Background: an optimization exercise with open tools, aiming at small area, a short achievable clock period and few clock cycles. Do not read the settings as production practice.
In this exercise RTL edits were held to simulation tests only and were not proved equivalent to the original.
Power and IR drop assume default switching activity.

===== design/flow/config.mk =====
export PLATFORM = sky130hd
export DESIGN_NAME = ctmmu_top
export DESIGN_NICKNAME = ctmmu_top
export VERILOG_FILES = /design/flow/design.v
export SDC_FILE = /design/flow/constraint.sdc
export NUM_CORES = 4
export LEC_CHECK = 0
export ABC_CLOCK_PERIOD_IN_PS = 3000
export CAP_MARGIN = 20
export CORE_MARGIN = 2
export CORE_UTILIZATION = 30
export SETUP_SLACK_MARGIN = 1
export SLEW_MARGIN = 20

===== design/flow/constraint.sdc =====
create_clock -name core_clock -period 8.0 [get_ports {clk}]
set_input_delay 1.6000 -clock core_clock [delete_from_list [all_inputs] [get_ports {clk}]]
set_output_delay 1.6000 -clock core_clock [all_outputs]
set_load 0.01 [all_outputs]

===== design/flow/design.v =====
module ctmmu_tlb (
    input  wire        clk,
    input  wire        rst,
    input  wire [18:0] key,
    output wire        hit,
    output wire [1:0]  hit_idx,
    input  wire [7:0]  idx,
    output wire        idx_ok,
    output wire [31:0] idx_frame,
    input  wire        do_hit,      
    input  wire        do_miss,     
    input  wire [31:0] frame,
    input  wire        do_reset     
);
    reg [3:0]  valid;
    reg [18:0] keys   [0:3];
    reg [31:0] frames [0:3];
    reg [1:0]  lru    [0:3];
    wire [3:0] match;
    genvar g;
    generate
        for (g = 0; g < 4; g = g + 1) begin : g_m
            assign match[g] = valid[g] && (keys[g] == key);
        end
    endgenerate
    assign hit     = |match;
    assign hit_idx = match[0] ? 2'd0 : match[1] ? 2'd1 : match[2] ? 2'd2 : 2'd3;
    wire [1:0] sel = idx[1:0];
    assign idx_ok    = (idx[7:2] == 6'd0) && match[sel];
    assign idx_frame = frames[sel];
    wire [1:0] hit_lru = lru[sel];
    integer i;
    always @(posedge clk) begin
        if (rst || do_reset) begin
            for (i = 0; i < 4; i = i + 1) begin
                valid[i] <= 1'b0;
                lru[i]   <= i[1:0];
            end
        end else if (do_hit) begin
            for (i = 0; i < 4; i = i + 1) begin
                if (i[1:0] == sel)
                    lru[i] <= 2'd3;
                else if (lru[i] > hit_lru)
                    lru[i] <= lru[i] - 2'd1;
            end
        end else if (do_miss) begin
            for (i = 0; i < 4; i = i + 1) begin
                if (lru[i] == 2'd0) begin
                    valid[i] <= 1'b1;
                    lru[i]   <= 2'd3;
                end else begin
                    lru[i]   <= lru[i] - 2'd1;
                end
            end
        end
    end
    always @(posedge clk) begin
        for (i = 0; i < 4; i = i + 1) begin
            if (do_miss && lru[i] == 2'd0) begin
                keys[i]   <= key;
                frames[i] <= frame;
            end
        end
    end
endmodule
module ctmmu_top (
    input  wire        clk,
    input  wire        rst,         
    input  wire        cmd_valid,
    output wire        cmd_ready,
    input  wire [63:0] cmd,
    output reg         rsp_valid,
    output wire [63:0] rsp,
    output reg         fatal,
    output wire [3:0]  fcode
);
    localparam [3:0] ST_OK        = 4'h0;
    localparam [3:0] ST_ABSENT    = 4'h3;
    localparam [3:0] ST_F_ALLOC   = 4'h8;
    localparam [3:0] ST_F_BMRANGE = 4'h9;
    localparam [3:0] ST_ILLEGAL   = 4'hC;
    localparam [3:0] ST_BADHIT    = 4'hD;
    localparam [3:0] ST_HALTED    = 4'hF;
    reg fcz_pend;            
    reg ffz_pend;            
    assign cmd_ready = !fcz_pend && !ffz_pend;
    wire lo56_zero = (cmd[55:0] == 56'd0);
    wire is_va_decode  = (cmd[63:32] == 32'h0100_0000);
    wire is_bm_ffz     = (cmd[63:56] == 8'h10) && lo56_zero;
    wire is_bm_fcz     = (cmd[63:56] == 8'h11) && lo56_zero;
    wire is_bm_set     = (cmd[63:32] == 32'h1200_0000) && (cmd[7:1] == 7'd0);
    wire is_bm_clear   = (cmd[63:56] == 8'h13) && lo56_zero;
    wire is_tlb_hitidx = (cmd[63:51] == {8'h20, 5'd0}) && (cmd[31:0] == 32'd0);
    wire is_tlb_dohit  = (cmd[63:51] == {8'h21, 5'd0}) && (cmd[31:8] == 24'd0);
    wire is_tlb_domiss = (cmd[63:51] == {8'h22, 5'd0});
    wire is_tlb_reset  = (cmd[63:56] == 8'h23) && lo56_zero;
    wire legal = is_va_decode | is_bm_ffz | is_bm_fcz | is_bm_set | is_bm_clear |
                 is_tlb_hitidx | is_tlb_dohit | is_tlb_domiss | is_tlb_reset;
    wire take = cmd_valid && !fcz_pend && !ffz_pend && !rst;
    wire run  = take && !fatal;           
    wire [18:0] f_key  = cmd[50:32];
    wire [4:0]  f_row  = cmd[20:16];
    wire [4:0]  f_col  = cmd[12:8];
    wire        f_val  = cmd[0];
    wire        set_in_range = (cmd[31:21] == 11'd0) && (cmd[15:13] == 3'd0);
    reg  [1023:1] bm;
    wire [1024:0] b = {1'b1, bm, 1'b1};    
    reg [31:0] row_free, row_pair;
    integer r, c, k;
    always @(*) begin
        for (r = 0; r < 32; r = r + 1) begin
            row_free[r] = ~&b[32*r +: 32];
            row_pair[r] = |(~b[32*r +: 32] & ~b[32*r+1 +: 32]);
        end
    end
    function [31:0] first_oh(input [31:0] v);
        integer i, g, j;
        reg [3:0] gany;
        begin
            for (g = 0; g < 4; g = g + 1)
                gany[g] = |v[8*g +: 8];
            for (i = 0; i < 32; i = i + 1) begin
                g = i / 8;
                j = i % 8;
                first_oh[i] = v[i] && !(|(v[8*g +: 8] & ((8'd1 << j) - 8'd1)))
                                   && !(|(gany & ((4'd1 << g) - 4'd1)));
            end
        end
    endfunction
    function [4:0] enc_oh(input [31:0] oh);
        integer i, m;
        begin
            enc_oh = 5'd0;
            for (m = 0; m < 5; m = m + 1)
                for (i = 0; i < 32; i = i + 1)
                    if ((i >> m) & 1) enc_oh[m] = enc_oh[m] | oh[i];
        end
    endfunction
    reg [31:0] free_oh_q, pair_oh_q;
    reg        free_any_q, pair_any_q;
    reg        s1_ok;        
    always @(posedge clk) begin
        free_oh_q  <= first_oh(row_free);
        pair_oh_q  <= first_oh(row_pair);
        free_any_q <= |row_free;
        pair_any_q <= |row_pair;
    end
    wire [31:0] sel_oh = fcz_pend ? pair_oh_q : free_oh_q;
    reg  [32:0] rowbits;
    always @(*) begin
        rowbits = 33'd0;
        for (r = 0; r < 32; r = r + 1)
            rowbits = rowbits | ({33{sel_oh[r]}} & b[32*r +: 33]);
    end
    wire [31:0] cand = fcz_pend ? (~rowbits[31:0] & ~rowbits[32:1]) : ~rowbits[31:0];
    wire [9:0]  s_n     = {enc_oh(sel_oh), enc_oh(first_oh(cand))};
    wire        s_found = fcz_pend ? pair_any_q : free_any_q;
    reg  [9:0]  ffz_res;
    reg         ffz_found;
    reg         ffz_ok;      
    always @(posedge clk)
        if (!fcz_pend) begin
            ffz_res   <= s_n;
            ffz_found <= s_found;
        end
    wire        tlb_hit;
    wire [1:0]  tlb_hit_idx;
    wire        tlb_idx_ok;
    wire [31:0] tlb_idx_frame;
    ctmmu_tlb u_tlb (
        .clk       (clk),
        .rst       (rst),
        .key       (f_key),
        .hit       (tlb_hit),
        .hit_idx   (tlb_hit_idx),
        .idx       (cmd[7:0]),
        .idx_ok    (tlb_idx_ok),
        .idx_frame (tlb_idx_frame),
        .do_hit    (run && is_tlb_dohit && tlb_idx_ok),
        .do_miss   (run && is_tlb_domiss),
        .frame     (cmd[31:0]),
        .do_reset  (run && is_tlb_reset)
    );
    reg [3:0]  st_n;
    reg [31:0] data_n;
    always @(*) begin
        st_n   = ST_OK;
        data_n = 32'd0;
        if (!legal) begin
            st_n = ST_ILLEGAL;
        end else if (is_va_decode) begin
            data_n = {4'd0, cmd[27:0]};
        end else if (fatal) begin
            st_n = ST_HALTED;
        end else if (is_bm_ffz) begin
            if (ffz_found) data_n = {11'd0, ffz_res[9:5], 3'd0, ffz_res[4:0], 8'd0};
            else         st_n   = ST_F_ALLOC;
        end else if (is_bm_set) begin
            if (!set_in_range) st_n = ST_F_BMRANGE;
        end else if (is_tlb_hitidx) begin
            if (tlb_hit) data_n = {30'd0, tlb_hit_idx};
            else         st_n   = ST_ABSENT;
        end else if (is_tlb_dohit) begin
            if (tlb_idx_ok) data_n = tlb_idx_frame;
            else            st_n   = ST_BADHIT;
        end
        if (fcz_pend) begin
            st_n   = s_found ? ST_OK : ST_F_ALLOC;
            data_n = s_found ? {11'd0, s_n[9:5], 3'd0, s_n[4:0], 8'd0} : 32'd0;
        end else if (ffz_pend) begin
            st_n   = ffz_found ? ST_OK : ST_F_ALLOC;
            data_n = ffz_found ? {11'd0, ffz_res[9:5], 3'd0, ffz_res[4:0], 8'd0} : 32'd0;
        end
    end
    reg [3:0]  rsp_st;
    reg [31:0] rsp_data;
    reg        fc_range;     
    assign rsp   = {rsp_st, 28'd0, rsp_data};
    assign fcode = {fatal, 2'b00, fc_range};
    wire bm_write = run && is_bm_set && set_in_range;
    wire bm_clr   = rst || (run && is_bm_clear);
    wire ffz_now    = (run && is_bm_ffz && ffz_ok) || (ffz_pend && ffz_ok);
    wire ffz_wait   = run && is_bm_ffz && !ffz_ok;
    wire fcz_start  = run && is_bm_fcz;
    wire alloc_fail = (ffz_now && !ffz_found) || (fcz_pend && !s_found);
    wire range_fail = run && is_bm_set && !set_in_range;
    always @(posedge clk) begin
        rsp_st   <= st_n;
        rsp_data <= data_n;
        if (rst) begin
            rsp_valid <= 1'b0;
            fcz_pend  <= 1'b0;
            ffz_pend  <= 1'b0;
            fatal     <= 1'b0;
            fc_range  <= 1'b0;
        end else begin
            rsp_valid <= (take && !fcz_start && !ffz_wait) || fcz_pend || (ffz_pend && ffz_ok);
            fcz_pend  <= fcz_start;
            ffz_pend  <= ffz_wait || (ffz_pend && !ffz_ok);
            if (alloc_fail || range_fail) begin
                fatal    <= 1'b1;
                fc_range <= range_fail;
            end
        end
    end
    wire bm_change = bm_clr || bm_write;
    always @(posedge clk) begin
        s1_ok  <= !bm_change;
        ffz_ok <= !bm_change && (fcz_pend ? ffz_ok : s1_ok);
    end
    wire        d_all = f_val && !bm_clr;
    wire [31:0] row_en, col_en;
    genvar gr, gc;
    generate
        for (gr = 0; gr < 32; gr = gr + 1) begin : g_re
            assign row_en[gr] = bm_clr || (bm_write && f_row == gr);
            assign col_en[gr] = bm_clr || f_col == gr;
        end
        for (gr = 0; gr < 32; gr = gr + 1) begin : g_r
            for (gc = 0; gc < 32; gc = gc + 1) begin : g_c
                if (gr != 0 || gc != 0) begin : g_b
                    always @(posedge clk)
                        if (row_en[gr] && col_en[gc]) bm[32*gr+gc] <= d_all;
                end
            end
        end
    endgenerate
endmodule

===== design/flow/run.sh =====
#!/bin/bash
# synth_recipe.tcl (not shown) runs the flow's synth.tcl, then flattens the netlist and writes it again
# the make line also repeats each setting of config.mk as NAME=value (left out here)
make -C /OpenROAD-flow-scripts/flow DESIGN_CONFIG=/design/flow/config.mk WORK_HOME=/design/flow/orfs CLKGATE_MAP_FILE= SYNTH_SCRIPT=/design/flow/synth_recipe.tcl finish

==> qor.log, run 1 <==
INFO  cells_and_area final-seq-area=0.0396mm^2
INFO  place          post-dp-hpwl=348,000um
INFO  synth          synth.lib_cells_used.distinct=87
INFO  drt            drtPass1Iterations=10
INFO  hold_path      min_path_type=flip-flop to flip-flop
INFO  clocking       holdBufCountCts=0
INFO  synth          synth-main-ff-cell=sky130_fd_sc_hd__edfxtp_1
INFO  place          detailedPlace.worstSlack=1640ps
INFO  timing         postLayoutSetupSlackWorst=1170ps
INFO  global_route   grt_antenna_before_repair=103
INFO  cells_and_area fillerInstances=20,808
INFO  clocking       cts.path.max_buffers=3
INFO  drt            vias=57,731
INFO  drt            route.final.wire_length=462,000um
INFO  setup_path     crit_path_start_kind=flip-flop
INFO  setup_path     path_class=flip-flop to flip-flop
INFO  global_route   grt_max_degree=167
INFO  synth          post-synth-top-area-cell=sky130_fd_sc_hd__edfxtp_1
INFO  setup_path     timing.critical_path.fanout_max=6
INFO  clocking       clock_tree.htree_level_count=4
INFO  global_route   grt_remaining_overflow=0
INFO  synth          synthArstFlopShare=0%
INFO  synth          netlist.area_leader.share=59.4%
INFO  clocking       worstSkewPairLatency=880ps
INFO  clocking       cts.clk_slew.worst_paths=60ps
INFO  floorplanning  die-width=461um
INFO  timing         final.hold.worst_slack=472ps
INFO  synth          post_synth_instance_area=0.0626mm^2
INFO  cells_and_area nNetsFinal=5,597
INFO  setup_path     cp-end-kind=flip-flop
INFO  timing         layout_worst_path_cycle_share=85.4%
INFO  synth          post_synth.cell_area_avg=11.5um^2
INFO  hold_path      hold_path_depth=1
INFO  clocking       tritoncts_num_sinks=1,359
INFO  drt            max_used_layer=met5
INFO  timing         finalWorstPathRequiredPeriod=6830ps
INFO  cells_and_area area_growth_syn_to_layout=17.6%
INFO  power          total_leakage_power=0.0232uW
INFO  synth          ys_ff_latch=1,359
INFO  timing         fin_tns_setup=0ps
INFO  timing         setup_violations=0
INFO  clocking       cts_made_buffers=161
INFO  cells_and_area final_util=35.5%
INFO  floorplanning  core=0.207mm^2
INFO  global_route   gr-usage-all-layers=42.6%
INFO  floorplanning  io-pin-count=138
INFO  timing         slew-limit-headroom=5.24%
INFO  drt            route.detailed.drc=0
INFO  power          power-per-cell-area=255mW/mm^2
INFO  clocking       post_cts.repair.setup_buffers=0
INFO  clocking       post_cts.resized_instances=0
INFO  synth          synth_warnings=5
INFO  floorplanning  dieArea=0.212mm^2
INFO  floorplanning  num_rows=167
INFO  run_status     outcome=complete, no violations
INFO  timing         maxClockFrequency=146MHz
INFO  cells_and_area multi_input_area=0.0219mm^2
INFO  timing         final_max_slew_viol_count=0
INFO  drt            route.detailed.vias_per_inst=6.81
INFO  synth          edff_count_synth=1,238
INFO  power          total_power=18,700uW
INFO  clocking       cts_tree=done
INFO  cells_and_area final_layout_size_suffix_gt1_share=11.5%
INFO  place          gp_congestion=1.12
INFO  drt            drt_iter0_drc=11,911
INFO  drt            drt-wirelength-per-cell=54.5um
INFO  timing         finalHoldViolations=0
INFO  floorplanning  start_util=30.2%
INFO  synth          main_area_contributors_after_synthesis=sky130_fd_sc_hd__edfxtp_1, sky130_fd_sc_hd__nor2_1, sky130_fd_sc_hd__a22oi_1
INFO  setup_path     critical_path_arrival=7480ps
INFO  place          port_buffers=107
INFO  drt            detail_route.wirelength.met1=177,000um
INFO  synth          seq_area_frac_synth=63.3%
INFO  timing         setup_repair_after_global_routing_missed_its_margin=false
INFO  global_route   first_pass_grt_wire_length=577,000um
INFO  setup_path     worstRegToRegCells=12
INFO  timing         worst-slew-pin-transition=1410ps
INFO  power          worst_ir_drop_vdd=0.000247V
INFO  drt            routed-wl-met2=184,000um
INFO  run            timing.max_cap.violations=0
INFO  drt            met3RoutedLength=62,200um
INFO  setup_path     worstPathRequired=8650ps
INFO  global_route   grt_pass1_vias=51,466
INFO  clocking       cts_root_buf=sky130_fd_sc_hd__clkbuf_16
INFO  drt            postRouteAntennaNets=0
INFO  synth          post_synth_inst_count=5,425
INFO  timing         timing.clock.skew=44.4ps
INFO  floorplanning  die_height=461um
-- sequential cells by signal, indices dropped and copies added, names as in the netlist, 4 cells and up --
signal and flops:
u_tlb.valid 4, u_tlb.keys 76, rsp_st 4, rsp_data 32
u_tlb.lru 8, bm 1023, pair_oh_q 32, free_oh_q 32
ffz_res 10, u_tlb.frames 128
-- power by group --
group | internal, uW | leakage (uW) | switching [uW]
Clock | 4560 | 0.00269 | 3420
Sequential | 8210 | 0.0119 | 1150
Combinational | 367 | 0.00865 | 1030
Total | 13100 | 0.0232 | 5600
-- cell families after synthesis --
kind of cell / synth area share [%]
other: 0.00599
adder cells (fa/ha/maj): 0.290
flip-flops: 63.3
AO/OA/AOI/OAI: 13.5
AND/OR/NAND/NOR: 16.7
multiplexers: 2.02
buffers and inverters: 3.09
XOR/XNOR: 1.08
-- critical path, stage by stage (launching register included) --
cell and delay [ps]:
sky130_fd_sc_hd__edfxtp_1 840, sky130_fd_sc_hd__a21oi_1 150, sky130_fd_sc_hd__nor4_1 360, sky130_fd_sc_hd__nand4_1 450
sky130_fd_sc_hd__nor4_1 850, sky130_fd_sc_hd__nand4_1 530, sky130_fd_sc_hd__nor4_2 370, sky130_fd_sc_hd__buf_4 190
sky130_fd_sc_hd__and4_1 410, sky130_fd_sc_hd__nand3_2 400, sky130_fd_sc_hd__nor4_2 650, sky130_fd_sc_hd__nand2_1 370
sky130_fd_sc_hd__nor4b_1 1000
-- Yosys cell counts (all sizes together) (41+ instances only) --
master / n
nand2: 132
dfxtp: 121
clkbuf: 288
buf: 124
nor2: 1136
xor2: 48
a22o: 60
nor4: 218
a221oi: 64
edfxtp: 1238
nor3: 44
o22ai: 62
nand4: 377
a22oi: 432
a21oi: 550
nand3: 94
o21ai: 41
-- metrics by stage --
stage          std cells  instance area, um^2
2_1_floorplan       5454                63200
3_3_place_gp        8131                67600
3_5_place_dp        8138                67800
4_1_cts             8437                73400
5_1_grt             8444                73500
6_report            8473                73600
-- worst paths after layout --
path	from	endpoint	slack (ps)
setup / recovery	bm[17]	pair_oh_q[31]	1170
hold / removal	u_tlb.valid[2]	u_tlb.valid[2]	470
setup reg to reg	bm[17]	pair_oh_q[31]	1170
hold reg to reg	u_tlb.valid[2]	u_tlb.valid[2]	470
-- cells in the final DEF, fill, tap and decap left out, drive strengths merged, types with 18 or more instances in the layout --
cell type | netlist | routed
a21oi | 550 | 550
a221oi | 64 | 64
a22o | 60 | 60
a22oi | 432 | 432
a31oi | 22 | 22
and2 | 18 | 18
buf | 124 | 208
bufinv | 0 | 21
clkbuf | 288 | 210
clkdlybuf4s50 | 0 | 105
clkinv | 0 | 53
conb | 1 | 30
dfxtp | 121 | 121
diode | 0 | 31
edfxtp | 1238 | 1238
inv | 25 | 33
mux2 | 32 | 32
mux4 | 36 | 36
nand2 | 132 | 132
nand3 | 94 | 94
nand4 | 377 | 377
nor2 | 1136 | 1136
nor2b | 19 | 19
nor3 | 44 | 44
nor4 | 218 | 218
o21ai | 41 | 41
o22ai | 62 | 62
or4 | 36 | 36
xnor2 | 29 | 29
xor2 | 48 | 48
-- routing by layer --
| metal | track usage, % | vias to the layer above |
|---|---|---|
| met5 | 0 | - |
| met4 | 29.3 | 60 |
| met3 | 16.8 | 1201 |
| met2 | 58.3 | 5065 |
| met1 | 54.7 | 30101 |
| li1 | - | 21304 |
-- area by class of cell --
cell class / count / area share, %
clock buffer: 210 / 5.89
antenna: 31 / 0.105
timing repair buffer: 313 / 3.80
sequential: 1359 / 53.8
tap: 2788 / 4.74
multi-input combinational: 3658 / 29.8
clock inverter: 89 / 1.73
inverter: 25 / 0.128
Testbench counts, summed over its fixed seeds: cycles 66,794.
==> run 2: changes to the inputs <==
--- a/design/flow/design.v
+++ b/design/flow/design.v
@@ -138,12 +138,12 @@
     endfunction
-    reg [31:0] free_oh_q, pair_oh_q;
-    reg        free_any_q, pair_any_q;
-    reg        s1_ok;        
-    always @(posedge clk) begin
-        free_oh_q  <= first_oh(row_free);
-        pair_oh_q  <= first_oh(row_pair);
-        free_any_q <= |row_free;
-        pair_any_q <= |row_pair;
-    end
-    wire [31:0] sel_oh = fcz_pend ? pair_oh_q : free_oh_q;
+    wire        fcz_start;
+    reg  [31:0] sel_oh;
+    reg  [4:0]  sel_row;
+    reg         sel_any;
+    reg         s1_ok;       
+    always @(posedge clk) begin
+        sel_oh  <= fcz_start ? first_oh(row_pair) : first_oh(row_free);
+        sel_row <= fcz_start ? enc_oh(first_oh(row_pair)) : enc_oh(first_oh(row_free));
+        sel_any <= fcz_start ? |row_pair : |row_free;
+    end
     reg  [32:0] rowbits;
@@ -155,4 +155,4 @@
     wire [31:0] cand = fcz_pend ? (~rowbits[31:0] & ~rowbits[32:1]) : ~rowbits[31:0];
-    wire [9:0]  s_n     = {enc_oh(sel_oh), enc_oh(first_oh(cand))};
-    wire        s_found = fcz_pend ? pair_any_q : free_any_q;
+    wire [9:0]  s_n     = {sel_row, enc_oh(first_oh(cand))};
+    wire        s_found = sel_any;
     reg  [9:0]  ffz_res;
@@ -223,3 +223,3 @@
     wire ffz_wait   = run && is_bm_ffz && !ffz_ok;
-    wire fcz_start  = run && is_bm_fcz;
+    assign fcz_start = run && is_bm_fcz;
     wire alloc_fail = (ffz_now && !ffz_found) || (fcz_pend && !s_found);
--- a/design/flow/config.mk
+++ b/design/flow/config.mk
@@ -7,3 +7,3 @@
 export LEC_CHECK = 0
-export ABC_CLOCK_PERIOD_IN_PS = 3000
+export ABC_CLOCK_PERIOD_IN_PS = 1500
 export CAP_MARGIN = 20
@@ -11,3 +11,3 @@
 export CORE_UTILIZATION = 30
-export SETUP_SLACK_MARGIN = 1
+export SETUP_SLACK_MARGIN = 4
 export SLEW_MARGIN = 20
==> qor.log, run 2 <==
INFO  run_status     outcome=complete, no violations
INFO  power          switchingPower=5790uW
INFO  synth          ys_ff_latch=1,331
INFO  clocking       worstSkewPairLatency=890ps
INFO  power          power.share.clock=40.3%
INFO  floorplanning  start_util=30.2%
INFO  timing         slew-limit-headroom=8.55%
INFO  synth          post_synth.cell_area_avg=11.3um^2
INFO  synth          main_area_contributors_after_synthesis=sky130_fd_sc_hd__edfxtp_1, sky130_fd_sc_hd__nor2_1, sky130_fd_sc_hd__a22oi_1
INFO  setup_path     crit_path_start_kind=flip-flop
INFO  clocking       clock_tree.htree_level_count=4
INFO  drt            drt-wirelength-per-cell=56.7um
INFO  drt            route.detailed.vias_per_inst=7.12
INFO  synth          synth.lib_cells_used.distinct=86
INFO  floorplanning  io-pin-count=138
INFO  run            timing.max_cap.violations=0
INFO  synth          synthArstFlopShare=0%
INFO  synth          synth-main-ff-cell=sky130_fd_sc_hd__edfxtp_1
INFO  drt            drtPass1Iterations=7
INFO  cells_and_area final_layout_size_suffix_gt1_share=27.7%
INFO  timing         final_max_slew_viol_count=0
INFO  power          sequentialPowerShare=48.3%
INFO  power          total_leakage_power=0.0258uW
INFO  floorplanning  core=0.205mm^2
INFO  power          worst_ir_drop_vdd=0.000249V
INFO  place          post-dp-hpwl=340,000um
INFO  timing         worst-slew-pin-transition=1370ps
INFO  setup_path     cp-end-kind=flip-flop
INFO  timing         finalWorstPathRequiredPeriod=4250ps
INFO  floorplanning  num_rows=166
INFO  global_route   grt_pass1_vias=52,733
INFO  drt            postRouteAntennaNets=0
INFO  cells_and_area multi_input_area=0.0262mm^2
INFO  place          gp_congestion=1.16
INFO  cells_and_area final_util=40.1%
INFO  cells_and_area final_cell_area=0.0822mm^2
INFO  global_route   grt_max_degree=114
INFO  global_route   gr-usage-all-layers=44.1%
INFO  drt            route.final.wire_length=499,000um
INFO  setup_path     regToRegEndpoint=ffz_res[0]
INFO  floorplanning  dieArea=0.210mm^2
INFO  floorplanning  die-width=458um
INFO  place          placement.cell_area=0.0673mm^2
INFO  clocking       tritoncts_num_sinks=1,331
INFO  synth          synth.most_common_cell=sky130_fd_sc_hd__edfxtp_1
INFO  cells_and_area nNetsFinal=5,986
INFO  cells_and_area layout_top_registers=bm: 1023 flops, u_tlb.frames: 128 flops, u_tlb.keys: 76 flops
INFO  synth          post-synth-top-area-cell=sky130_fd_sc_hd__edfxtp_1
INFO  setup_path     critical_path_arrival=4870ps
INFO  hold_path      min_path_type=flip-flop to flip-flop
INFO  drt            route.detailed.drc=0
INFO  clocking       cts.clk_slew.worst_paths=60ps
INFO  setup_path     internal_reg_to_reg_setup_slack=3750ps
INFO  cells_and_area fillerInstances=19,451
INFO  cells_and_area layout.cells.most_common=sky130_fd_sc_hd__edfxtp_1
INFO  timing         finalHoldViolations=0
INFO  synth          netlist.area_leader.share=60.0%
INFO  synth          netlist_top_cells_count=sky130_fd_sc_hd__edfxtp_1, sky130_fd_sc_hd__nor2_1, sky130_fd_sc_hd__a21oi_1, sky130_fd_sc_hd__a22oi_1, sky130_fd_sc_hd__nand4_1
INFO  power          total_power=18,800uW
INFO  timing         setup_violations=0
INFO  synth          edff_count_synth=1,238
INFO  timing         setup_repair_after_global_routing_missed_its_margin=true
INFO  setup_path     timing.critical_path.fanout_max=12
INFO  clocking       cts.path.max_buffers=3
INFO  synth          post_synth_instance_area=0.0619mm^2
INFO  synth          post_synth_inst_count=5,472
INFO  timing         layout_worst_path_cycle_share=53.1%
INFO  hold_path      hold_start=u_tlb.lru[0][0]
INFO  global_route   grt_antenna_before_repair=97
INFO  cells_and_area largest_register_ffs=1,023
INFO  setup_path     rr_startpoint=sel_oh[28]
INFO  place          port_buffers=107
INFO  clocking       cts_root_buf=sky130_fd_sc_hd__clkbuf_16
INFO  timing         maxClockFrequency=235MHz
INFO  power          comb_power_share=11.4%
INFO  setup_path     worstPathRequired=8620ps
INFO  cells_and_area final-seq-area=0.0391mm^2
INFO  drt            vias=62,560
INFO  clocking       cts_made_buffers=162
INFO  cells_and_area most-common-layout-cells=sky130_fd_sc_hd__edfxtp_1, sky130_fd_sc_hd__nor2_1, sky130_fd_sc_hd__a21oi_1, sky130_fd_sc_hd__a22oi_1, sky130_fd_sc_hd__nand4_1
INFO  power          sw_ratio=30.9%
INFO  hold_path      hold_path_end=u_tlb.lru[0][0]
INFO  global_route   first_pass_grt_wire_length=594,000um
INFO  power          power-per-cell-area=228mW/mm^2
INFO  cells_and_area area_growth_syn_to_layout=32.8%
INFO  power          power_report.internal_total=13,000uW
INFO  drt            drt_iter0_drc=12,755
INFO  global_route   grt_remaining_overflow=0
INFO  cells_and_area largest_register=bm
INFO  timing         fin_tns_setup=0ps
INFO  setup_path     path_class=flip-flop to flip-flop
INFO  synth          synth_warnings=5
INFO  synth          seq_area_frac_synth=63.0%
INFO  hold_path      hold_path_depth=2
INFO  floorplanning  die_height=458um
INFO  setup_path     worstRegToRegCells=11
INFO  clocking       cts_tree=done
INFO  timing         timing.clock.skew=42.9ps
-- run 2: kinds of logic after synthesis --
group	count (synthesis)	share of synthesized area (%)
flops	1331	63.0
other cells	1	0.00605
xor+xnor	77	1.09
buf+inv	448	2.96
fa+ha+maj	12	0.242
simple gates	2215	17.3
compound gates	1343	13.9
mux	45	1.46
-- run 2: worst max-delay path, cell delays in order, from the launching register on --
cell                       delay (ps)
sky130_fd_sc_hd__dfxtp_4          370
sky130_fd_sc_hd__buf_12           180
sky130_fd_sc_hd__a22oi_2          760
sky130_fd_sc_hd__nand4_1          940
sky130_fd_sc_hd__nor4_2           410
sky130_fd_sc_hd__buf_4            260
sky130_fd_sc_hd__nor3_1            70
sky130_fd_sc_hd__a211oi_2         230
sky130_fd_sc_hd__or2_4            180
sky130_fd_sc_hd__o311ai_1         150
sky130_fd_sc_hd__a221oi_4         350
sky130_fd_sc_hd__inv_1             70
-- run 2: area by class of cell --
type	instances	area share, %
diodes	64	0.195
clock inverters	84	1.10
multi-input cells	3727	31.9
clock buffers	213	5.25
repair buffers	646	9.83
repair inverters	1	0.0106
inverters	38	0.189
well taps	2688	4.09
flip-flops and latches	1331	47.5
-- run 2: timing repair --
item | in CTS | in global routing
pin swaps | 63 | 150
resized for setup | 491 | 1153
endpoints found under the setup margin | 2258 | 2104
setup buffers | 108 | 124
hold buffers | 0 | 0
cloned | 37 | 58
-- run 2: power by group through the flow --
stage          Clock (uW)  Combinational [uW]  Sequential (uW)
6_report             7560                2140             9080
5_1_grt              7770                2130             8990
4_1_cts              7530                1560             9020
3_5_place_dp            0                1330             9170
3_3_place_gp            0                1320             9180
2_1_floorplan           0                 704             8480
-- run 2: worst max path at each step --
stage                             to       start  depth (start not counted)  slack (ps)
final                     ffz_res[0]  sel_oh[28]                         11        3750
after global routing         bm[922]     cmd[17]                         11        3800
after CTS                 sel_row[0]     cmd[50]                         10        3910
after detailed placement     bm[783]     cmd[49]                         10        1530
after global placement       bm[783]     cmd[49]                         10        1530
after floorplan             bm[1000]     cmd[17]                          9       -4420
-- run 2: stage by stage --
step	setup WS, ps	instances	hold slack (ps)
after detailed placement	1530	8103	467
after global placement	1530	8099	467
after global routing	3800	8734	501
after floorplan	-4420	5501	406
after CTS	3910	8545	480
final	3750	8792	486
-- run 2: layer usage --
| metal | part of all wire [%] | up-vias | GRT usage (%) |
|---|---|---|---|
| li1 | - | 22375 | - |
| met1 | 37 | 32188 | 57.2 |
| met2 | 38 | 6348 | 58.2 |
| met3 | 15 | 1613 | 18.2 |
| met4 | 9.7 | 36 | 32.7 |
| met5 | 0.15 | - | 0 |
Testbench counts of run 2, summed over its fixed seeds: cycles 66,794.
==> run 3: changes to the inputs <==
--- a/design/flow/design.v
+++ b/design/flow/design.v
@@ -250,3 +250,8 @@
     end
-    wire        d_all = f_val && !bm_clr;
+    wire up_zero  = (cmd[55:32] == 24'd0);
+    wire set_a    = run && (cmd[63:56] == 8'h12) && up_zero;
+    wire clr_a    = rst || (run && (cmd[63:56] == 8'h13) && up_zero);
+    wire set_b    = !cmd[56] && (cmd[7:1] == 7'd0) && set_in_range;
+    wire clr_b    = rst || (cmd[56] && (cmd[31:0] == 32'd0));
+    wire        d_all = f_val && !rst;
     wire [31:0] row_en, col_en;
@@ -255,4 +260,4 @@
         for (gr = 0; gr < 32; gr = gr + 1) begin : g_re
-            assign row_en[gr] = bm_clr || (bm_write && f_row == gr);
-            assign col_en[gr] = bm_clr || f_col == gr;
+            assign row_en[gr] = clr_a || (set_a && f_row == gr);
+            assign col_en[gr] = clr_b || (set_b && f_col == gr);
         end
==> qor.log, run 3 <==
INFO  drt            drtPass1Iterations=10
INFO  synth          main_area_contributors_after_synthesis=sky130_fd_sc_hd__edfxtp_1, sky130_fd_sc_hd__nor2_1, sky130_fd_sc_hd__a22oi_1
INFO  timing         fin_tns_setup=0ps
INFO  setup_path     worst_path_largest_cell_delay=870ps
INFO  drt            route.final.wire_length=454,000um
INFO  drt            route.detailed.vias_per_inst=6.78
INFO  synth          post-synth-top-area-cell=sky130_fd_sc_hd__edfxtp_1
INFO  setup_path     cp_max_delay_cell=sky130_fd_sc_hd__a22oi_1
INFO  drt            route.detailed.drc=0
INFO  clocking       clock_tree.htree_level_count=4
INFO  synth          post_synth_instance_area=0.0620mm^2
INFO  clocking       cts.path.max_buffers=3
INFO  drt            drt_iter0_drc=11,458
INFO  timing         timing.clock.skew=41.1ps
INFO  synth          post_synth.cell_area_avg=11.4um^2
INFO  cells_and_area most-common-layout-cells=sky130_fd_sc_hd__edfxtp_1, sky130_fd_sc_hd__nor2_1, sky130_fd_sc_hd__a21oi_1, sky130_fd_sc_hd__a22oi_1, sky130_fd_sc_hd__nand4_1
INFO  clocking       cts_root_buf=sky130_fd_sc_hd__clkbuf_16
INFO  timing         slew-limit-headroom=11.2%
INFO  setup_path     cp-end-kind=flip-flop
INFO  place          gp_congestion=1.17
INFO  floorplanning  die_height=458um
INFO  floorplanning  dieArea=0.210mm^2
INFO  synth          edff_count_synth=1,238
INFO  setup_path     cp_num_buf_inv=1
INFO  timing         layout_worst_path_cycle_share=53.7%
INFO  global_route   grt_max_degree=179
INFO  setup_path     worstPathRequired=8610ps
INFO  global_route   gr-usage-all-layers=42.2%
INFO  drt            drt-wirelength-per-cell=52.7um
INFO  synth          ys_ff_latch=1,331
INFO  run            timing.max_cap.violations=0
INFO  hold_path      hold_start=sel_row[4]
INFO  setup_path     cp_top_family=simple AND/OR/NAND/NOR gates
INFO  floorplanning  num_rows=166
INFO  timing         setup_violations=0
INFO  floorplanning  core=0.205mm^2
INFO  run_status     outcome=complete, no violations
INFO  clocking       cts_made_buffers=156
INFO  clocking       tritoncts_num_sinks=1,331
INFO  setup_path     regToRegEndpoint=ffz_res[0]
INFO  setup_path     internal_reg_to_reg_setup_slack=3700ps
INFO  cells_and_area final_layout_size_suffix_gt1_share=16.6%
INFO  setup_path     rr_startpoint=sel_oh[26]
INFO  setup_path     cp_cell_sequence=buf_12 -> a22oi_1 -> nand4_1 -> nor4_4 -> o21ai_0 -> nand3_1 -> nand2_1 -> a41o_1 -> a221o_1 -> or3_1
INFO  cells_and_area largest_register_ffs=1,023
INFO  synth          netlist_top_cells_count=sky130_fd_sc_hd__edfxtp_1, sky130_fd_sc_hd__nor2_1, sky130_fd_sc_hd__a21oi_1, sky130_fd_sc_hd__a22oi_1, sky130_fd_sc_hd__nand4_1
INFO  cells_and_area nNetsFinal=5,822
INFO  timing         final_max_slew_viol_count=0
INFO  timing         finalWorstPathRequiredPeriod=4300ps
INFO  cells_and_area area_growth_syn_to_layout=21.8%
INFO  global_route   grt_remaining_overflow=0
INFO  setup_path     crit_path_start_kind=flip-flop
INFO  clocking       cts.clk_slew.worst_paths=60ps
INFO  setup_path     worstRegToRegCells=10
INFO  timing         worst-slew-pin-transition=1320ps
INFO  cells_and_area layout.cells.most_common=sky130_fd_sc_hd__edfxtp_1
INFO  setup_path     path_class=flip-flop to flip-flop
INFO  timing         finalHoldViolations=0
INFO  drt            postRouteAntennaNets=0
INFO  place          post-dp-hpwl=335,000um
INFO  clocking       cts_tree=done
INFO  place          port_buffers=107
INFO  synth          synth.most_common_cell=sky130_fd_sc_hd__edfxtp_1
INFO  floorplanning  start_util=30.2%
INFO  synth          synth-main-ff-cell=sky130_fd_sc_hd__edfxtp_1
INFO  synth          netlist.area_leader.share=60.0%
INFO  setup_path     crit_cells=10
INFO  setup_path     timing.critical_path.fanout_max=17
INFO  power          total_power=17,900uW
INFO  synth          post_synth_inst_count=5,452
INFO  hold_path      hold_path_depth=0
INFO  clocking       worstSkewPairLatency=890ps
INFO  setup_path     critical_path_arrival=4910ps
INFO  power          worst_ir_drop_vdd=0.000238V
INFO  timing         setup_repair_after_global_routing_missed_its_margin=true
INFO  floorplanning  io-pin-count=138
INFO  cells_and_area layout_top_registers=bm: 1023 flops, u_tlb.frames: 128 flops, u_tlb.keys: 76 flops
INFO  timing         maxClockFrequency=233MHz
INFO  hold_path      min_path_type=flip-flop to flip-flop
INFO  synth          synth.lib_cells_used.distinct=92
INFO  clocking       holdBufCountCts=0
INFO  synth          seq_area_frac_synth=63.0%
INFO  synth          synth_warnings=5
INFO  global_route   first_pass_grt_wire_length=571,000um
INFO  power          power-per-cell-area=237mW/mm^2
INFO  global_route   grt_antenna_before_repair=80
INFO  floorplanning  die-width=458um
INFO  global_route   grt_pass1_vias=51,812
INFO  cells_and_area largest_register=bm
INFO  synth          synthArstFlopShare=0%
INFO  drt            vias=58,387
INFO  power          total_leakage_power=0.0240uW
INFO  hold_path      hold_path_end=ffz_res[9]
[run 3: where the power goes]
| group | total (uW) | switching [uW] | internal (uW) |
|---|---|---|---|
| clock | 7470 | 3270 | 4210 |
| sequential | 8950 | 910 | 8040 |
| combinational | 1440 | 1040 | 398 |
| total | 17900 | 5220 | 12600 |
[run 3: cell families after synthesis]
family	after synthesis	synth area share, %
flip-flops	1331	63.0
other	1	0.00605
adder cells (fa/ha/maj)	13	0.258
multiplexers	52	1.58
XOR/XNOR	77	1.09
buffers and inverters	426	2.91
AO/OA/AOI/OAI	1321	13.6
AND/OR/NAND/NOR	2231	17.6
[run 3: what timing repair did]
action | CTS | global route
endpoints found under the setup margin | 1220 | 943
pin swaps | 56 | 24
buffers inserted | 125 | 42
gates cloned | 5 | 0
resized for setup | 247 | 99
[run 3: how the worst max path moves through the flow]
| stage | start | to | slack [ps] |
|---|---|---|---|
| after detailed placement | cmd[17] | sel_row[1] | 1780 |
| after global routing | bm[846] | ffz_res[0] | 3840 |
| after global placement | cmd[17] | sel_row[0] | 1980 |
| after CTS | bm[942] | rsp_data[8] | 3970 |
| final | sel_oh[26] | ffz_res[0] | 3700 |
| after floorplan | cmd[0] | bm[1000] | -3650 |
[run 3: routing by layer]
metal	vias to the layer above	part of all wire [%]	GRT usage (%)
li1	21856	-	-
met1	30118	37	51.1
met2	5031	41	59.2
met3	1354	13	16.6
met4	28	10	34.2
met5	-	0.041	0
[run 3: cell type report]
class	instances	area (um^2)
fill	20227	130000
inverter	34	128
clock buffer	186	4070
antenna	52	130
clock inverter	99	1140
sequential	1331	39100
multi-input combinational	3727	23000
timing repair buffer	493	4560
tap	2688	3360
[run 3: per-stage QoR]
stage                     setup WS (ps)  hold slack (ps)  util (%)  area (um^2)  cells
after floorplan                   -3650              409         -        62100   5481
after global placement             1980              446      32.8        67200   8099
after detailed placement           1780              450      32.8        67300   8100
after CTS                          3970              472      36.4        74700   8515
after global routing               3840              474      36.7        75300   8561
final                              3700              463      36.8        75400   8610
Testbench counts of run 3, summed over its fixed seeds: cycles 66,794.
==> run 4: changes to the inputs <==
--- a/design/flow/design.v
+++ b/design/flow/design.v
@@ -138,3 +138,4 @@
     endfunction
-    wire        fcz_start;
+    wire        s1_pair_n = (cmd[63:56] == 8'h11) && !fcz_pend && !ffz_pend;
+    reg         s1_pair;
     reg  [31:0] sel_oh;
@@ -144,5 +145,6 @@
     always @(posedge clk) begin
-        sel_oh  <= fcz_start ? first_oh(row_pair) : first_oh(row_free);
-        sel_row <= fcz_start ? enc_oh(first_oh(row_pair)) : enc_oh(first_oh(row_free));
-        sel_any <= fcz_start ? |row_pair : |row_free;
+        s1_pair <= s1_pair_n;
+        sel_oh  <= s1_pair_n ? first_oh(row_pair) : first_oh(row_free);
+        sel_row <= s1_pair_n ? enc_oh(first_oh(row_pair)) : enc_oh(first_oh(row_free));
+        sel_any <= s1_pair_n ? |row_pair : |row_free;
     end
@@ -154,3 +156,3 @@
     end
-    wire [31:0] cand = fcz_pend ? (~rowbits[31:0] & ~rowbits[32:1]) : ~rowbits[31:0];
+    wire [31:0] cand = s1_pair ? (~rowbits[31:0] & ~rowbits[32:1]) : ~rowbits[31:0];
     wire [9:0]  s_n     = {sel_row, enc_oh(first_oh(cand))};
@@ -161,3 +163,3 @@
     always @(posedge clk)
-        if (!fcz_pend) begin
+        if (!s1_pair) begin
             ffz_res   <= s_n;
@@ -223,3 +225,3 @@
     wire ffz_wait   = run && is_bm_ffz && !ffz_ok;
-    assign fcz_start = run && is_bm_fcz;
+    wire fcz_start  = run && is_bm_fcz;
     wire alloc_fail = (ffz_now && !ffz_found) || (fcz_pend && !s_found);
@@ -248,3 +250,3 @@
         s1_ok  <= !bm_change;
-        ffz_ok <= !bm_change && (fcz_pend ? ffz_ok : s1_ok);
+        ffz_ok <= !bm_change && (s1_pair ? ffz_ok : s1_ok);
     end
==> qor.log, run 4 <==
INFO  run_status     outcome=complete, no violations
INFO  setup_path     cp_max_delay_cell=sky130_fd_sc_hd__or4_4
INFO  clocking       tritoncts_num_sinks=1,332
INFO  drt            drt-wirelength-per-cell=56.9um
INFO  timing         finalHoldViolations=0
INFO  cells_and_area final_util=37.5%
INFO  run            timing.max_cap.violations=0
INFO  clocking       cts.clk_slew.worst_paths=60ps
INFO  setup_path     crit_path_start_kind=flip-flop
INFO  setup_path     worst_path_largest_cell_delay=850ps
INFO  setup_path     critical_path_arrival=5030ps
INFO  synth          synth-main-ff-cell=sky130_fd_sc_hd__edfxtp_1
INFO  synth          post_synth_inst_count=5,429
INFO  drt            vias=59,256
INFO  drt            route.final.wire_length=492,000um
INFO  timing         finalWorstPathRequiredPeriod=4300ps
INFO  floorplanning  die-width=458um
INFO  hold_path      min_path_type=flip-flop to flip-flop
INFO  floorplanning  dieArea=0.210mm^2
INFO  global_route   grt_antenna_before_repair=81
INFO  synth          netlist_top_cells_count=sky130_fd_sc_hd__edfxtp_1, sky130_fd_sc_hd__nor2_1, sky130_fd_sc_hd__a21oi_1, sky130_fd_sc_hd__a22oi_1, sky130_fd_sc_hd__nand4_1
INFO  global_route   grt_remaining_overflow=0
INFO  cells_and_area area_growth_syn_to_layout=24.0%
INFO  cells_and_area layout_top_registers=bm: 1023 flops, u_tlb.frames: 128 flops, u_tlb.keys: 76 flops
INFO  place          post-dp-hpwl=367,000um
INFO  drt            drt_iter0_drc=10,742
INFO  global_route   use_met2=64.4%
INFO  clocking       clock_tree.htree_level_count=4
INFO  setup_path     cp_num_buf_inv=2
INFO  floorplanning  die_height=458um
INFO  setup_path     path_class=flip-flop to flip-flop
INFO  synth          netlist.area_leader.share=60.1%
INFO  synth          seq_area_frac_synth=63.1%
INFO  cells_and_area final_layout_size_suffix_gt1_share=18.2%
INFO  clocking       cts_made_buffers=158
INFO  power          total_power=18,100uW
INFO  place          port_buffers=107
INFO  cells_and_area layout.cells.most_common=sky130_fd_sc_hd__edfxtp_1
INFO  global_route   use_met1=55.9%
INFO  floorplanning  num_rows=166
INFO  timing         setup_violations=0
INFO  synth          synth_warnings=5
INFO  cells_and_area most-common-layout-cells=sky130_fd_sc_hd__edfxtp_1, sky130_fd_sc_hd__nor2_1, sky130_fd_sc_hd__a21oi_1, sky130_fd_sc_hd__a22oi_1, sky130_fd_sc_hd__nand4_1
INFO  floorplanning  io-pin-count=138
INFO  cells_and_area nNetsFinal=5,875
INFO  cells_and_area largest_register=bm
INFO  power          total_leakage_power=0.0244uW
INFO  synth          synth.most_common_cell=sky130_fd_sc_hd__edfxtp_1
INFO  global_route   grt_max_degree=194
INFO  clocking       cts_root_buf=sky130_fd_sc_hd__clkbuf_16
INFO  global_route   gr-usage-all-layers=45.5%
INFO  cells_and_area largest_register_ffs=1,023
INFO  timing         timing.clock.skew=45.5ps
INFO  global_route   peak_usage_layer_in_the_global_routing_report=met2
INFO  floorplanning  start_util=30.2%
INFO  synth          ys_ff_latch=1,332
INFO  clocking       cts_tree=done
INFO  setup_path     cp_top_family=simple AND/OR/NAND/NOR gates
INFO  floorplanning  core=0.205mm^2
INFO  synth          synth.lib_cells_used.distinct=86
INFO  global_route   grt_pass1_vias=53,081
INFO  synth          synthArstFlopShare=0%
INFO  synth          main_area_contributors_after_synthesis=sky130_fd_sc_hd__edfxtp_1, sky130_fd_sc_hd__nor2_1, sky130_fd_sc_hd__a22oi_1
INFO  setup_path     timing.critical_path.fanout_max=5
INFO  drt            route.detailed.vias_per_inst=6.85
INFO  power          power-per-cell-area=236mW/mm^2
INFO  synth          post_synth_instance_area=0.0619mm^2
INFO  synth          post-synth-top-area-cell=sky130_fd_sc_hd__edfxtp_1
INFO  drt            postRouteAntennaNets=0
INFO  synth          post_synth.cell_area_avg=11.4um^2
INFO  setup_path     cp-end-kind=flip-flop
INFO  global_route   first_pass_grt_wire_length=609,000um
INFO  timing         worst-slew-pin-transition=1280ps
INFO  clocking       worstSkewPairLatency=890ps
INFO  drt            route.detailed.drc=0
INFO  cells_and_area fillerInstances=20,134
INFO  timing         setup_repair_after_global_routing_missed_its_margin=true
INFO  timing         slew-limit-headroom=14.2%
INFO  drt            drtPass1Iterations=8
INFO  clocking       cts.path.max_buffers=3
INFO  synth          edff_count_synth=1,238
INFO  timing         final_max_slew_viol_count=0
INFO  timing         layout_worst_path_cycle_share=53.7%
INFO  setup_path     worstPathRequired=8730ps
INFO  power          worst_ir_drop_vdd=0.000255V
INFO  setup_path     dominant_cell_type_by_count_on_the_critical_path=sky130_fd_sc_hd__nand4_1
INFO  place          gp_congestion=1.11
INFO  global_route   grt.met3_usage=14.4%
INFO  setup_path     cp_cell_sequence=a22oi_1 -> nand4_1 -> or4_4 -> a21oi_2 -> o31ai_2 -> nand4_1 -> buf_4 -> inv_1 -> a2111o_1 -> a21o_1
INFO  timing         maxClockFrequency=233MHz
## run 4: cell types whose count changed in the layout (fill, tap and decap cells not counted), moves of 14 or more
cell and change:
sky130_fd_sc_hd__buf_12 +32, sky130_fd_sc_hd__clkdlybuf4s50_1 +14, sky130_fd_sc_hd__nor4_1 +17, sky130_fd_sc_hd__nand2_1 -14
sky130_fd_sc_hd__buf_6 +21, sky130_fd_sc_hd__nor2_1 -45, sky130_fd_sc_hd__a22oi_2 +14
## run 4: through the flow
step                hold slack [ps]  TNS (ps)  setup slack, ps  instances  cell area (um^2)
detailed placement              424         0             1630       8097             67500
global placement                420         0             1650       8094             67400
global route                    441         0             3870       8615             76600
CTS                             429         0             3840       8539             75400
floorplan                       409  -3679900            -3600       5458             62000
finish                          428         0             3700       8654             76700
## run 4: path summary, 6_finish.rpt
check | from | to | slack [ps] | depth (start not counted)
hold / removal | sel_row[1] | ffz_res[6] | 430 | 0
hold reg to reg | sel_row[1] | ffz_res[6] | 430 | 0
setup / recovery | bm[673] | rsp_data[9] | 3700 | 10
setup reg to reg | bm[673] | rsp_data[9] | 3700 | 10
## run 4: what timing repair did
| item | in CTS | in global routing |
|---|---|---|
| buffers inserted | 150 | 67 |
| gates cloned | 5 | 3 |
| pin swaps | 77 | 66 |
| resized for setup | 336 | 139 |
| hold endpoints to repair | 0 | 0 |
| hold buffers | 0 | 0 |
| setup endpoints to repair | 1546 | 1081 |
## run 4: final cells by class
type | count | area [um^2] | share of cell area [%]
Sequential cell | 1332 | 39100 | 50.9
Multi-Input combinational cell | 3691 | 22900 | 29.9
Timing Repair Buffer | 568 | 5860 | 7.63
Clock buffer | 197 | 4170 | 5.44
Tap cell | 2688 | 3360 | 4.38
Clock inverter | 90 | 1040 | 1.36
Inverter | 45 | 169 | 0.220
Antenna cell | 43 | 108 | 0.140
## run 4: cell families after synthesis
kind of cell,Yosys count,synth area share (%)
other,1,0.00606
AND/OR/NAND/NOR,2173,17.3
adder cells (fa/ha/maj),14,0.275
AO/OA/AOI/OAI,1354,13.9
XOR/XNOR,76,1.08
buffers and inverters,438,2.98
multiplexers,41,1.39
flip-flops,1332,63.1
## run 4: layer usage
metal	part of all wire [%]	vias to the layer above
li1	-	21975
met1	37	30948
met2	41	4926
met3	11	1383
met4	10	24
met5	0.049	-
## run 4: where the power goes
part           internal, uW  switching (uW)
registers              8050             968
logic                   441            1130
clock network          4240            3310
total                 12700            5400
## run 4: worst register-to-register path, stage by stage (launching register included)
cell                       delay, ps
sky130_fd_sc_hd__edfxtp_1        610
sky130_fd_sc_hd__a22oi_1         440
sky130_fd_sc_hd__nand4_1         610
sky130_fd_sc_hd__or4_4           860
sky130_fd_sc_hd__a21oi_2         240
sky130_fd_sc_hd__o31ai_2         140
sky130_fd_sc_hd__nand4_1         220
sky130_fd_sc_hd__buf_4           140
sky130_fd_sc_hd__inv_1            30
sky130_fd_sc_hd__a2111o_1        570
sky130_fd_sc_hd__a21o_1          290
Testbench counts of run 4, summed over its fixed seeds: cycles 66,794.
==> run 5: changes to the inputs <==
--- a/design/flow/config.mk
+++ b/design/flow/config.mk
@@ -11,2 +11,4 @@
 export CORE_UTILIZATION = 30
+export CTS_CLUSTER_DIAMETER = 100
+export CTS_CLUSTER_SIZE = 24
 export SETUP_SLACK_MARGIN = 4
==> qor.log, run 5 <==
INFO  timing         timing.clock.skew=44.5ps
INFO  cells_and_area fillerInstances=20,357
INFO  floorplanning  dieArea=0.210mm^2
INFO  clocking       cts_tree=done
INFO  place          cell_count_after_placement=8,097
INFO  global_route   gr-usage-all-layers=45.3%
INFO  setup_path     worstRegToRegCells=13
INFO  synth          post-synth-top-area-cell=sky130_fd_sc_hd__edfxtp_1
INFO  drt            postRouteAntennaNets=0
INFO  drt            route.detailed.vias_per_inst=6.89
INFO  synth          post_synth.cell_area_avg=11.4um^2
INFO  setup_path     regToRegEndpoint=rsp_data[8]
INFO  run_status     outcome=complete, no violations
INFO  synth          post_synth_inst_count=5,429
INFO  timing         finalWorstPathRequiredPeriod=4360ps
INFO  clocking       cts_root_buf=sky130_fd_sc_hd__clkbuf_16
INFO  floorplanning  die_height=458um
INFO  setup_path     cp-end-kind=flip-flop
INFO  setup_path     timing.critical_path.fanout_max=32
INFO  hold_path      hold_path_end=ffz_res[6]
INFO  synth          main_area_contributors_after_synthesis=sky130_fd_sc_hd__edfxtp_1, sky130_fd_sc_hd__nor2_1, sky130_fd_sc_hd__a22oi_1
INFO  drt            route.final.wire_length=489,000um
INFO  place          gp_congestion=1.11
INFO  floorplanning  start_util=30.2%
INFO  cells_and_area area_growth_syn_to_layout=19.1%
INFO  run            timing.max_cap.violations=0
INFO  timing         finalHoldViolations=0
INFO  timing         final_max_slew_viol_count=0
INFO  synth          ys_ff_latch=1,332
INFO  power          sw_ratio=31.9%
INFO  power          total_leakage_power=0.0230uW
INFO  setup_path     rr_startpoint=sel_oh[27]
INFO  cells_and_area largest_register_ffs=1,023
INFO  drt            drt-wirelength-per-cell=57.6um
INFO  cells_and_area most-common-layout-cells=sky130_fd_sc_hd__edfxtp_1, sky130_fd_sc_hd__nor2_1, sky130_fd_sc_hd__a21oi_1, sky130_fd_sc_hd__a22oi_1, sky130_fd_sc_hd__nand4_1
INFO  clocking       cts.clk_slew.worst_paths=100ps
INFO  timing         worst-slew-pin-transition=1290ps
INFO  floorplanning  core=0.205mm^2
INFO  global_route   grt_antenna_before_repair=85
INFO  synth          post_synth_instance_area=0.0619mm^2
INFO  drt            route.detailed.drc=0
INFO  global_route   first_pass_grt_wire_length=607,000um
INFO  drt            drtPass1Iterations=7
INFO  cells_and_area layout.cells.most_common=sky130_fd_sc_hd__edfxtp_1
INFO  floorplanning  die-width=458um
INFO  timing         maxClockFrequency=229MHz
INFO  global_route   grt_pass1_vias=52,168
INFO  floorplanning  io-pin-count=138
INFO  power          worst_ir_drop_vdd=0.000164V
INFO  setup_path     path_class=flip-flop to flip-flop
INFO  floorplanning  num_rows=166
INFO  clocking       clock_tree.htree_level_count=3
INFO  synth          synthArstFlopShare=0%
INFO  cells_and_area largest_register=bm
INFO  setup_path     crit_path_start_kind=flip-flop
INFO  hold_path      min_path_type=flip-flop to flip-flop
INFO  power          switchingPower=4880uW
INFO  clocking       worstSkewPairLatency=810ps
INFO  timing         setup_repair_after_global_routing_missed_its_margin=true
INFO  setup_path     cp_top_family=simple AND/OR/NAND/NOR gates
INFO  power          power.share.clock=30.8%
INFO  timing         slew-limit-headroom=14.1%
INFO  setup_path     cp_num_buf_inv=3
INFO  setup_path     dominant_cell_type_by_count_on_the_critical_path=sky130_fd_sc_hd__nand4_1
INFO  synth          edff_count_synth=1,238
INFO  cells_and_area nNetsFinal=5,792
INFO  cells_and_area multi_input_area=0.0230mm^2
INFO  power          comb_power_share=10.5%
INFO  synth          netlist.area_leader.share=60.1%
INFO  drt            drt_iter0_drc=11,448
INFO  setup_path     internal_reg_to_reg_setup_slack=3640ps
INFO  setup_path     worst_path_largest_cell_delay=650ps
INFO  cells_and_area post_layout_nonfiller_instances=8,484
INFO  place          port_buffers=107
INFO  cells_and_area final_layout_size_suffix_gt1_share=16.5%
INFO  synth          synth-main-ff-cell=sky130_fd_sc_hd__edfxtp_1
INFO  synth          netlist_top_cells_count=sky130_fd_sc_hd__edfxtp_1, sky130_fd_sc_hd__nor2_1, sky130_fd_sc_hd__a21oi_1, sky130_fd_sc_hd__a22oi_1, sky130_fd_sc_hd__nand4_1
INFO  power          power-per-cell-area=207mW/mm^2
INFO  setup_path     cp_cell_sequence=buf_8 -> a22oi_2 -> nand4_1 -> nor4_4 -> buf_6 -> and2_1 -> o22ai_1 -> a221o_1 -> nand4_1 -> buf_4 -> a21oi_2 -> or4b_4 -> a21o_1
INFO  synth          synth.lib_cells_used.distinct=86
INFO  power          power_report.internal_total=10,400uW
INFO  power          sequentialPowerShare=58.7%
INFO  synth          synth_warnings=5
INFO  place          post-dp-hpwl=367,000um
INFO  cells_and_area layout_top_registers=bm: 1023 flops, u_tlb.frames: 128 flops, u_tlb.keys: 76 flops
INFO  hold_path      hold_path_depth=0
INFO  setup_path     worstPathRequired=8660ps
INFO  timing         layout_worst_path_cycle_share=54.5%
INFO  clocking       tritoncts_num_sinks=1,332
INFO  clocking       cts_made_buffers=75
INFO  synth          synth.most_common_cell=sky130_fd_sc_hd__edfxtp_1
INFO  drt            vias=58,459
INFO  cells_and_area final-seq-area=0.0391mm^2
INFO  timing         setup_violations=0
INFO  global_route   grt_max_degree=194
INFO  synth          seq_area_frac_synth=63.1%
INFO  cells_and_area final_util=36.0%
INFO  global_route   grt_remaining_overflow=0
INFO  clocking       cts.path.max_buffers=3
INFO  setup_path     critical_path_arrival=5020ps
INFO  hold_path      hold_start=sel_row[1]
INFO  setup_path     cp_max_delay_cell=sky130_fd_sc_hd__a22oi_2
## run 5: changes by cell type in the layout (fill, tap and decap cells not counted), sizes merged, moves of 4 or more
cell,previous run,this run
clkbuf,204,99
clkinv,59,14
bufinv,16,1
diode,43,31
inv,52,62
clkinvlp,8,1
clkdlybuf4s50,69,65
## run 5: logic make-up (layout without fill, tap and decap cells)
logic type,Yosys count,in the layout,share of synthesized area (%)
xor+xnor,76,76,1.08
fa+ha+maj,14,14,0.275
compound gates,1354,1358,13.9
buf+inv,438,738,2.98
mux,41,41,1.39
flops,1332,1332,63.1
other cells,1,61,0.00606
simple gates,2173,2176,17.3
## run 5: power by group through the flow
| stage | Clock (uW) | Combinational [uW] | Sequential [uW] |
|---|---|---|---|
| floorplan | 0 | 658 | 8440 |
| global placement | 0 | 1300 | 9150 |
| detailed placement | 0 | 1310 | 9130 |
| CTS | 4690 | 1490 | 8920 |
| global route | 4890 | 1620 | 8910 |
| finish | 4710 | 1600 | 8980 |
## run 5: how the worst max path moves through the flow
stage	endpoint	from	cells past startpoint
final	rsp_data[8]	sel_oh[27]	13
after global routing	rsp_data[8]	sel_oh[14]	12
after CTS	rsp_data[8]	sel_oh[2]	13
after detailed placement	bm[482]	cmd[48]	11
after global placement	bm[482]	cmd[48]	11
after floorplan	bm[1000]	rst	2
## run 5: stage by stage
stage | cell area, um^2 | hold slack (ps) | total power (uW) | setup slack (ps) | TNS, ps
after floorplan | 62000 | 409 | 9100 | -3600 | -3679900
after global placement | 67400 | 420 | 10400 | 1650 | 0
after detailed placement | 67500 | 424 | 10400 | 1630 | 0
after CTS | 73000 | 444 | 15100 | 3830 | 0
after global routing | 73700 | 461 | 15400 | 3830 | 0
final | 73800 | 442 | 15300 | 3640 | 0
## run 5: final cells by class
| class | count | share of cell area (%) |
|---|---|---|
| Tap cell | 2688 | 4.56 |
| Multi-Input combinational cell | 3695 | 31.1 |
| Clock inverter | 33 | 0.523 |
| Timing Repair Buffer | 564 | 7.69 |
| Clock buffer | 96 | 2.75 |
| Antenna cell | 31 | 0.105 |
| Sequential cell | 1332 | 53.0 |
| Inverter | 45 | 0.229 |
## run 5: layer usage
| metal | GRT usage (%) | wire length, um | vias to the layer above |
|---|---|---|---|
| li1 | - | - | 21690 |
| met1 | 56.5 | 183000 | 30662 |
| met2 | 65.1 | 203000 | 4847 |
| met3 | 13.4 | 54100 | 1230 |
| met4 | 36.6 | 49100 | 30 |
| met5 | 0 | 223 | - |
## run 5: what timing repair did
action | in CTS | in global routing
hold endpoints to repair | 0 | 0
cloned | 9 | 0
gates resized for setup | 372 | 97
setup buffers | 171 | 47
pin swaps | 76 | 57
hold buffers | 0 | 0
setup endpoints to repair | 1658 | 1028

-- separate check: timing with driven ports --
The flow's constraints put no driver on any port. The routed layouts listed below were extracted and timed again, unchanged, in two steps.
Step 1 sets driving cells, clkbuf_16 on the clock port and buf_2 on the other inputs (assumed; they add their load-dependent delay and slew).
Step 2 times the ports against the registers' clock, not the clock port: input delays grow and output delays shrink by t, the midpoint of the rising clock arrivals with the driver on.
Three values: ideal, step 1, step 2; two values: the first two.
| run | t (ns) | slack for setup (ns) | latest minus earliest clock arrival (ns) | worst data-port slew with drivers (ns) | cell pins on the clock port's net |
|---|---|---|---|---|---|
| run 1 | 0.970 | 1.170 / 1.170 / 1.170 | 0.046 / 0.045 | 0.09 | 1 |
| run 2 | 0.951 | 3.749 / 3.749 / 2.858 | 0.049 / 0.050 | 0.08 | 1 |
| run 3 | 0.964 | 3.702 / 3.702 / 3.190 | 0.044 / 0.044 | 0.07 | 1 |
| run 4 | 0.952 | 3.701 / 3.701 / 3.005 | 0.061 / 0.061 | 0.06 | 1 |
| run 5 | 0.879 | 3.640 / 3.640 / 3.067 | 0.052 / 0.051 | 0.07 | 1 |
After both steps every run listed still meets setup and hold. For run 2, which loses most, drivers alone change the setup slack by 0.000 ns; drivers and shift together by -0.891 ns.
